From an optimization exercise on the open Yosys and OpenROAD flow, aimed at small area, a short achievable clock period and few clock cycles per item; shortcuts taken in it are not production practice. RTL that was checked went through simulation tests only; none was proved equivalent to the original. Power figures rest on the tool's default switching activity, not on a simulated workload.

==> inputs of exp/lagoon <==
==> flow/design.v <==
module monarco_conv (
    input  wire        clk,
    input  wire        rst,
    input  wire        in_valid,
    output wire        in_ready,
    input  wire [31:0] in_word,
    input  wire [63:0] in_payload,
    output reg         out_valid,
    input  wire        out_ready,
    output reg  [15:0] out_code,
    output reg  [2:0]  out_status,
    output reg  [1:0]  out_warn
);
    reg        busy;
    reg        first;     
    reg        op_duty, op_aout, op_freq;
    reg        c_resv, c_idx, c_den0, c_num0;
    reg        ph_mul;    
    reg        ph_cmp;    
    reg        ph_div;    
    reg        ph_eq;     
    reg        ph_fin;    
    reg        ph_xit;    
    reg [3:0]  cnt;
    reg        cnt0;      
    reg        s_divd, s_divn, s_sub2d, s_prep;
    reg        s1_add2d, s1_add4d, s1_sub2d;
    reg        s2_add2d, s2_add4d, s2_sub2d;
    reg        s2_corr;   
    reg signed [32:0] R;
    reg [23:0] L;
    reg [31:0] D;         
    reg [31:0] N;         
    reg [3:0]  m10;       
    wire [7:0]  opcode = in_word[31:24];
    wire [3:0]  index  = in_word[3:0];
    wire [31:0] num    = in_payload[63:32];
    wire [31:0] den    = in_payload[31:0];
    wire is_duty = (opcode == 8'h12);
    wire is_freq = (opcode == 8'h13);
    wire is_aout = (opcode == 8'h14);
    wire known   = op_duty | op_aout | op_freq;
    wire num_neg = N[31];
    wire special = ~known | c_resv | c_idx | c_den0 | num_neg | c_num0 | (op_freq & D[31]);
    reg [20:0] sres;      
    always @(*) begin
        if (!known)                 sres = {3'd1, 18'd0};
        else if (c_resv)            sres = {3'd2, 18'd0};
        else if (c_idx)             sres = {3'd3, 18'd0};
        else if (c_den0)            sres = {3'd4, 18'd0};
        else if (op_duty & num_neg) sres = {3'd4, 18'd0};
        else if (op_aout & num_neg) sres = {3'd0, 2'b01, 16'd0};
        else                        sres = 21'd0;    
    end
    wire        sdiv  = s_divd | s_divn;
    wire [31:0] V     = s_divd ? D : N;              
    wire        l1    = sdiv & L[23];
    wire [35:0] A1    = {{2{R[32]}}, R, l1};
    wire        nz12  = |R[11:0];
    wire [35:0] B1    = ({36{sdiv}}     & ~{4'd0, V})
                      | ({36{s_sub2d | s1_sub2d}} & ~{3'd0, D, 1'b0})
                      | ({36{s1_add2d}} &  {3'd0, D, 1'b0})
                      | ({36{s1_add4d}} &  {2'd0, D, 2'b0})
                      | ({36{s_prep}}   & ~{16'd0, R[31:12], nz12});
    wire        c1    = sdiv | s_sub2d | s1_sub2d | (s_prep & ~nz12);
    wire [35:0] S1    = A1 + B1 + {35'd0, c1};
    wire        q1    = ~S1[35];                      
    wire signed [32:0] Rd1 = q1 ? S1[32:0] : {R[31:0], L[23]};    
    wire signed [32:0] Rm1 = S1[35:3];                            
    wire signed [32:0] R1  = ph_div ? Rd1 : Rm1;
    wire        l2    = sdiv & ~s2_corr & L[22];
    wire [35:0] A2    = {{2{R1[32]}}, R1, l2};
    wire [35:0] B2    = ({36{sdiv & ~s2_corr}} & ~{4'd0, V})
                      | ({36{s2_corr}}  & ~{3'd0, N, 1'b0})
                      | ({36{s2_sub2d}} & ~{3'd0, D, 1'b0})
                      | ({36{s2_add2d}} &  {3'd0, D, 1'b0})
                      | ({36{s2_add4d}} &  {2'd0, D, 2'b0});
    wire        c2    = sdiv | s2_sub2d;
    wire [35:0] S2    = A2 + B2 + {35'd0, c2};
    wire        q2    = ~S2[35];
    wire signed [32:0] Rd2 = q2 ? S2[32:0] : {R1[31:0], L[22]};
    wire signed [32:0] Rm2 = S2[35:3];
    wire        ta   = (m10 >= 4'd5);
    wire [4:0]  va   = {m10, q1};
    wire [3:0]  ma   = ta ? (va - 5'd10) : va[3:0];
    wire        tb   = (ma >= 4'd5);
    wire [4:0]  vb   = {ma, q2};
    wire [3:0]  mb   = tb ? (vb - 5'd10) : vb[3:0];
    wire [14:0] qdm  = L[14:0] - 15'd1;
    wire [15:0] qd   = q2 ? {L[14:0], q1} : (q1 ? {L[14:0], 1'b0} : {qdm, 1'b1});
    wire [15:0] ta16 = {L[13:0], ta, tb};
    wire        a_hi = (ta16 >= 16'd4095);
    wire [20:0] ares = a_hi ? {3'd0, 2'b10, 16'd4095} : {5'd0, ta16};
    wire [22:0] Z    = L[22:0];
    wire        rz   = (R[31:0] == 32'd0);
    wire f_lt1  = (Z > 23'd8000000) | ((Z == 23'd8000000) & ~rz);
    wire f_t1   = (Z > 23'd800000)  | ((Z == 23'd800000)  & ~rz);
    wire f_t2   = (Z > 23'd80000)   | ((Z == 23'd80000)   & ~rz);
    wire f_t3   = (Z > 23'd8000)    | ((Z == 23'd8000)    & ~rz);
    wire f_hi   = (Z < 23'd80)      | ((Z == 23'd80)      & rz);
    reg  [15:0] fcode;
    always @(*) begin
        if (f_lt1 | f_hi) fcode = 16'd0;
        else if (f_t1)    fcode = {Z[22:9], 2'd3};
        else if (f_t2)    fcode = {Z[19:6], 2'd2};
        else if (f_t3)    fcode = {Z[16:3], 2'd1};
        else              fcode = {Z[13:0], 2'd0};
    end
    wire fin_div = ph_div & (op_aout | op_duty) & cnt0;
    wire fin_ok  = fin_div | ph_fin | ph_eq | ph_xit;
    wire fin_sp  = first & special;
    wire fin     = busy & (fin_sp | (~first & fin_ok));
    wire slot_free = ~out_valid | out_ready;
    assign in_ready = ~busy | (fin & slot_free);
    wire accept    = in_valid & in_ready;
    wire stall     = fin & ~slot_free;
    wire done      = fin & slot_free;
    wire step      = busy & ~stall;
    reg [20:0] res;
    always @(*) begin
        if (first)        res = sres;
        else if (fin_div) res = op_duty ? {5'd0, qd} : ares;
        else if (ph_eq)   res = (rz & ~L[0]) ? {5'd0, 16'hFFFF} : {3'd4, 18'd0};
        else if (ph_fin)  res = {5'd0, fcode};
        else              res = op_aout ? {3'd0, 2'b10, 16'd4095} : 21'd0;    
    end
    always @(posedge clk) begin
        if (rst) begin
            busy      <= 1'b0;
            out_valid <= 1'b0;
            first     <= 1'b0;
            ph_mul <= 1'b0; ph_cmp <= 1'b0; ph_div <= 1'b0; ph_eq <= 1'b0;
            ph_fin <= 1'b0; ph_xit <= 1'b0;
            s_divd <= 1'b0; s_divn <= 1'b0; s_sub2d <= 1'b0; s_prep <= 1'b0;
            s1_add2d <= 1'b0; s1_add4d <= 1'b0; s1_sub2d <= 1'b0;
            s2_add2d <= 1'b0; s2_add4d <= 1'b0; s2_sub2d <= 1'b0; s2_corr <= 1'b0;
        end else begin
            if (out_valid & out_ready)
                out_valid <= 1'b0;
            if (done) begin
                out_valid  <= 1'b1;
                {out_status, out_warn, out_code} <= res;
            end
            if (accept) begin
                busy    <= 1'b1;
                first   <= 1'b1;
                D       <= den;
                N       <= num;
                m10     <= 4'd0;
                op_duty <= is_duty;
                op_aout <= is_aout;
                op_freq <= is_freq;
                c_resv  <= |in_word[23:4];
                c_idx   <= is_duty ? (index[3:2] != 2'b00) : (index[3:1] != 3'b000);
                c_den0  <= (den == 32'd0);
                c_num0  <= (num == 32'd0);
                ph_mul  <= ~is_duty;
                ph_div  <= is_duty;
                ph_cmp  <= 1'b0; ph_eq <= 1'b0; ph_fin <= 1'b0; ph_xit <= 1'b0;
                s_divd  <= is_duty;
                s_divn  <= 1'b0;
                s_prep  <= is_aout;
                s_sub2d <= 1'b0;
                s1_add4d <= ~is_duty & ~is_aout;
                s1_add2d <= 1'b0; s1_sub2d <= 1'b0;
                s2_add2d <= 1'b0; s2_add4d <= 1'b0; s2_sub2d <= 1'b0; s2_corr <= 1'b0;
                cnt     <= is_duty ? 4'd8 : 4'd0;
                cnt0    <= 1'b0;
                R       <= is_duty ? {2'b00, num[31:1]} : (is_aout ? {1'b0, num} : 33'd0);
                L       <= {is_duty & num[0], 23'd0};
            end else if (step) begin
                first <= 1'b0;
                if (done) begin
                    busy <= 1'b0;
                    ph_mul <= 1'b0; ph_cmp <= 1'b0; ph_div <= 1'b0; ph_eq <= 1'b0;
                    ph_fin <= 1'b0; ph_xit <= 1'b0;
                    s_divd <= 1'b0; s_divn <= 1'b0; s_sub2d <= 1'b0; s_prep <= 1'b0;
                    s1_add2d <= 1'b0; s1_add4d <= 1'b0; s1_sub2d <= 1'b0;
                    s2_add2d <= 1'b0; s2_add4d <= 1'b0; s2_sub2d <= 1'b0; s2_corr <= 1'b0;
                end else if (ph_mul) begin
                    R   <= Rm2;
                    cnt <= cnt + 4'd1;
                    s_prep <= 1'b0;
                    if (op_aout) begin
                        L <= {S2[2:1], S1[2:1], (~N[11:0]) + 12'd1, 8'd0};
                        ph_mul <= 1'b0; ph_cmp <= 1'b1; s_sub2d <= 1'b1;
                    end else begin
                        L <= {S2[2:1], S1[2:1], L[23:4]};
                        case (cnt[1:0])
                        2'd0: begin    
                            s1_add4d <= 1'b0; s1_add2d <= 1'b1; s1_sub2d <= 1'b0;
                            s2_add4d <= 1'b0; s2_add2d <= 1'b0; s2_sub2d <= 1'b0;
                        end
                        2'd1: begin    
                            s1_add4d <= 1'b1; s1_add2d <= 1'b0; s1_sub2d <= 1'b0;
                            s2_add4d <= 1'b1; s2_add2d <= 1'b0; s2_sub2d <= 1'b0;
                        end
                        2'd2: begin    
                            s1_add4d <= 1'b0; s1_add2d <= 1'b0; s1_sub2d <= 1'b1;
                            s2_add4d <= 1'b1; s2_add2d <= 1'b0; s2_sub2d <= 1'b0;
                        end
                        default: begin
                            s1_add4d <= 1'b0; s1_add2d <= 1'b0; s1_sub2d <= 1'b0;
                            s2_add4d <= 1'b0; s2_add2d <= 1'b0; s2_sub2d <= 1'b0;
                            ph_mul <= 1'b0; ph_div <= 1'b1; s_divn <= 1'b1;
                            cnt  <= 4'd11;
                        end
                        endcase
                    end
                end else if (ph_cmp) begin
                    ph_cmp  <= 1'b0;
                    s_sub2d <= 1'b0;
                    if (q1) begin
                        ph_xit <= 1'b1;
                    end else begin
                        ph_div <= 1'b1; s_divd <= 1'b1;
                        cnt  <= 4'd7;
                        cnt0 <= 1'b0;
                    end
                end else if (ph_div) begin
                    R   <= Rd2;
                    L   <= {L[21:0], op_aout ? ta : q1, op_aout ? tb : q2};
                    m10 <= mb;
                    cnt <= cnt - 4'd1;
                    cnt0 <= (cnt == 4'd1);
                    if (op_duty & (cnt == 4'd8) & q1) begin
                        ph_div <= 1'b0; ph_eq <= 1'b1; s_divd <= 1'b0;
                    end else if (op_freq & (cnt == 4'd11) & q1) begin
                        ph_div <= 1'b0; ph_xit <= 1'b1; s_divn <= 1'b0;
                    end else if (cnt0) begin
                        ph_div <= 1'b0; s_divd <= 1'b0; s_divn <= 1'b0;
                        ph_fin <= 1'b1;                  
                    end else if (op_duty & (cnt == 4'd1)) begin
                        s2_corr <= 1'b1;
                    end
                end
            end
        end
    end
endmodule
==> flow/run.sh <==
#!/bin/bash
# synth_recipe.tcl (not shown) runs the flow's synth.tcl, then flattens the netlist and writes it again
# the make line also repeats each setting of config.mk as NAME=value (left out here)
make -C /OpenROAD-flow-scripts/flow DESIGN_CONFIG=/design/flow/config.mk WORK_HOME=/design/flow/orfs CLKGATE_MAP_FILE= SYNTH_SCRIPT=/design/flow/synth_recipe.tcl finish
==> flow/config.mk <==
export PLATFORM = sky130hd
export DESIGN_NAME = monarco_conv
export DESIGN_NICKNAME = monarco_conv
export VERILOG_FILES = /design/flow/design.v
export SDC_FILE = /design/flow/constraint.sdc
export NUM_CORES = 4
export LEC_CHECK = 0
export ABC_CLOCK_PERIOD_IN_PS = 7000
export CAP_MARGIN = 20
export CORE_MARGIN = 2
export CORE_UTILIZATION = 40
export SETUP_SLACK_MARGIN = 3
export SLEW_MARGIN = 20
==> flow/constraint.sdc <==
create_clock -name core_clock -period 10.0 [get_ports {clk}]
set_input_delay 2.0000 -clock core_clock [delete_from_list [all_inputs] [get_ports {clk}]]
set_output_delay 2.0000 -clock core_clock [all_outputs]
set_load 0.01 [all_outputs]
==> exp/juniper (differences from exp/lagoon) <==
--- a/flow/design.v
+++ b/flow/design.v
@@ -17,2 +17,3 @@
     reg        c_resv, c_idx, c_den0, c_num0;
+    reg        nz12;      
     reg        ph_mul;    
@@ -22,2 +23,3 @@
     reg        ph_fin;    
+    reg        ph_shf;    
     reg        ph_xit;    
@@ -58,3 +60,2 @@
     wire [35:0] A1    = {{2{R[32]}}, R, l1};
-    wire        nz12  = |R[11:0];
     wire [35:0] B1    = ({36{sdiv}}     & ~{4'd0, V})
@@ -88,2 +89,9 @@
     wire [3:0]  mb   = tb ? (vb - 5'd10) : vb[3:0];
+    reg fast;
+    integer j;
+    always @(*) begin
+        fast = 1'b0;
+        for (j = 1; j <= 22; j = j + 1)
+            fast = fast | (((D >> j) == 32'd0) & ((N >> (j + 9)) != 32'd0));
+    end
     wire [14:0] qdm  = L[14:0] - 15'd1;
@@ -121,3 +129,3 @@
         if (first)        res = sres;
-        else if (fin_div) res = op_duty ? {5'd0, qd} : ares;
+        else if (fin_div) res = ares;
         else if (ph_eq)   res = (rz & ~L[0]) ? {5'd0, 16'hFFFF} : {3'd4, 18'd0};
@@ -132,3 +140,3 @@
             ph_mul <= 1'b0; ph_cmp <= 1'b0; ph_div <= 1'b0; ph_eq <= 1'b0;
-            ph_fin <= 1'b0; ph_xit <= 1'b0;
+            ph_fin <= 1'b0; ph_xit <= 1'b0; ph_shf <= 1'b0;
             s_divd <= 1'b0; s_divn <= 1'b0; s_sub2d <= 1'b0; s_prep <= 1'b0;
@@ -139,6 +147,4 @@
                 out_valid <= 1'b0;
-            if (done) begin
+            if (done)
                 out_valid  <= 1'b1;
-                {out_status, out_warn, out_code} <= res;
-            end
             if (accept) begin
@@ -148,3 +154,2 @@
                 N       <= num;
-                m10     <= 4'd0;
                 op_duty <= is_duty;
@@ -156,5 +161,6 @@
                 c_num0  <= (num == 32'd0);
+                nz12    <= |num[11:0];
                 ph_mul  <= ~is_duty;
                 ph_div  <= is_duty;
-                ph_cmp  <= 1'b0; ph_eq <= 1'b0; ph_fin <= 1'b0; ph_xit <= 1'b0;
+                ph_cmp  <= 1'b0; ph_eq <= 1'b0; ph_fin <= 1'b0; ph_xit <= 1'b0; ph_shf <= 1'b0;
                 s_divd  <= is_duty;
@@ -168,4 +174,2 @@
                 cnt0    <= 1'b0;
-                R       <= is_duty ? {2'b00, num[31:1]} : (is_aout ? {1'b0, num} : 33'd0);
-                L       <= {is_duty & num[0], 23'd0};
             end else if (step) begin
@@ -175,3 +179,3 @@
                     ph_mul <= 1'b0; ph_cmp <= 1'b0; ph_div <= 1'b0; ph_eq <= 1'b0;
-                    ph_fin <= 1'b0; ph_xit <= 1'b0;
+                    ph_fin <= 1'b0; ph_xit <= 1'b0; ph_shf <= 1'b0;
                     s_divd <= 1'b0; s_divn <= 1'b0; s_sub2d <= 1'b0; s_prep <= 1'b0;
@@ -180,3 +184,2 @@
                 end else if (ph_mul) begin
-                    R   <= Rm2;
                     cnt <= cnt + 4'd1;
@@ -184,6 +187,4 @@
                     if (op_aout) begin
-                        L <= {S2[2:1], S1[2:1], (~N[11:0]) + 12'd1, 8'd0};
                         ph_mul <= 1'b0; ph_cmp <= 1'b1; s_sub2d <= 1'b1;
                     end else begin
-                        L <= {S2[2:1], S1[2:1], L[23:4]};
                         case (cnt[1:0])
@@ -204,4 +205,9 @@
                             s2_add4d <= 1'b0; s2_add2d <= 1'b0; s2_sub2d <= 1'b0;
-                            ph_mul <= 1'b0; ph_div <= 1'b1; s_divn <= 1'b1;
-                            cnt  <= 4'd11;
+                            ph_mul <= 1'b0;
+                            if (fast) begin
+                                ph_shf <= 1'b1;
+                            end else begin
+                                ph_div <= 1'b1; s_divn <= 1'b1;
+                                cnt  <= 4'd11;
+                            end
                         end
@@ -209,2 +215,6 @@
                     end
+                end else if (ph_shf) begin
+                    ph_shf <= 1'b0;
+                    ph_div <= 1'b1; s_divn <= 1'b1;
+                    cnt    <= 4'd6;
                 end else if (ph_cmp) begin
@@ -220,5 +230,2 @@
                 end else if (ph_div) begin
-                    R   <= Rd2;
-                    L   <= {L[21:0], op_aout ? ta : q1, op_aout ? tb : q2};
-                    m10 <= mb;
                     cnt <= cnt - 4'd1;
@@ -239,2 +246,31 @@
     end
+    wire fin_duty = ~first & fin_div & op_duty;
+    always @(posedge clk) begin
+        if (done & fin_duty)
+            {out_status, out_warn, out_code} <= {5'd0, qd};
+        else if (done)
+            {out_status, out_warn, out_code} <= res;
+    end
+    wire upd   = ~accept & step & ~done;
+    wire r_div = upd & ph_div;
+    wire r_mul = upd & ph_mul;
+    wire r_shf = upd & ph_shf;
+    always @(posedge clk) begin
+        if (r_div) begin
+            R   <= Rd2;
+            L   <= {L[21:0], op_aout ? ta : q1, op_aout ? tb : q2};
+            m10 <= mb;
+        end else if (r_mul) begin
+            R   <= Rm2;
+            L   <= op_aout ? {S2[2:1], S1[2:1], (~N[11:0]) + 12'd1, 8'd0}
+                           : {S2[2:1], S1[2:1], L[23:4]};
+        end else if (r_shf) begin
+            R   <= {R[22:0], L[23:14]};
+            L   <= {L[13:0], 10'd0};
+        end else if (accept) begin
+            R   <= is_duty ? {2'b00, num[31:1]} : (is_aout ? {1'b0, num} : 33'd0);
+            L   <= {is_duty & num[0], 23'd0};
+            m10 <= 4'd0;
+        end
+    end
 endmodule
ABC_CLOCK_PERIOD_IN_PS = 6000   (was 7000)
SETUP_SLACK_MARGIN = 4   (was 3)
==> comparison table <==
item	exp/juniper	exp/lagoon
Placer congestion estimate	1.06	0.931
Total of cells resized after clock tree synthesis	176	22
Chip Height	204 µm	203 µm
Area fraction in compound gates after synthesis	0.258	0.279
Area share of xor/xnor cells in the synthesized design	0.0514	0.0425
Status	no timing/DRC/antenna violations	no timing/DRC/antenna violations
Basic-gate share of the synthesized area counting and, or, nand and nor cells	0.217	0.203
Fin crit share	0.682	0.683
Max transition margin	0.304	0.380
# placed instances	2,489	2,455
Design area	20,500 µm²	18,600 µm²
Shortest period the worst path allows	6.82 ns	6.83 ns
Placement row count	73	72
Setup slack of the critical path after layout	3.18 ns	3.17 ns
Post-Place Setup Slack	1.14 ns	2.15 ns
DR WL met3	7.45 mm	3.89 mm
Pin count of the biggest net entering global routing	72	66
Largest fanout on the critical path	10	29
Cell with the largest stage delay on the worst path	a222oi_1	o41a_1
Worst-case hold path end point	out_status[0]	ph_fin
Post-route insts no fill	2,637	2,511
Worst setup path startpoint	s1_sub2d	s1_add2d
Slowest Stage Delay on Critical Path	0.45 ns	0.48 ns
Clk network pwr share	0.212	0.254
Testbench counts of exp/juniper, summed over its fixed seeds: cycles 66,471, items 8,000.
For exp/lagoon, only the layout was checked, not whether the RTL still works.

-- what the ideal ports hide --
In the flow no input, the clock included, has a driving cell. The finished layouts below were timed again as built, in two steps. Step 1 assumes that a clkbuf_16 drives the clock port and a buf_2 every other input. Step 2, shift: input delay + t, output delay - t, t = (earliest + latest rising clock arrival at the registers) / 2. This alone moves slack from input paths to output paths. Three values: ideal, step 1, step 2; two values: the first two.
| run | t (ns) | setup WS [ns] | latest minus earliest clock arrival (ns) |
|---|---|---|---|
| exp/lagoon | 0.526 | 3.175 / 3.175 / 3.175 | 0.019 / 0.019 |
| exp/juniper | 0.521 | 3.179 / 3.179 / 3.179 | 0.016 / 0.016 |
After both steps every run listed still meets setup and hold.
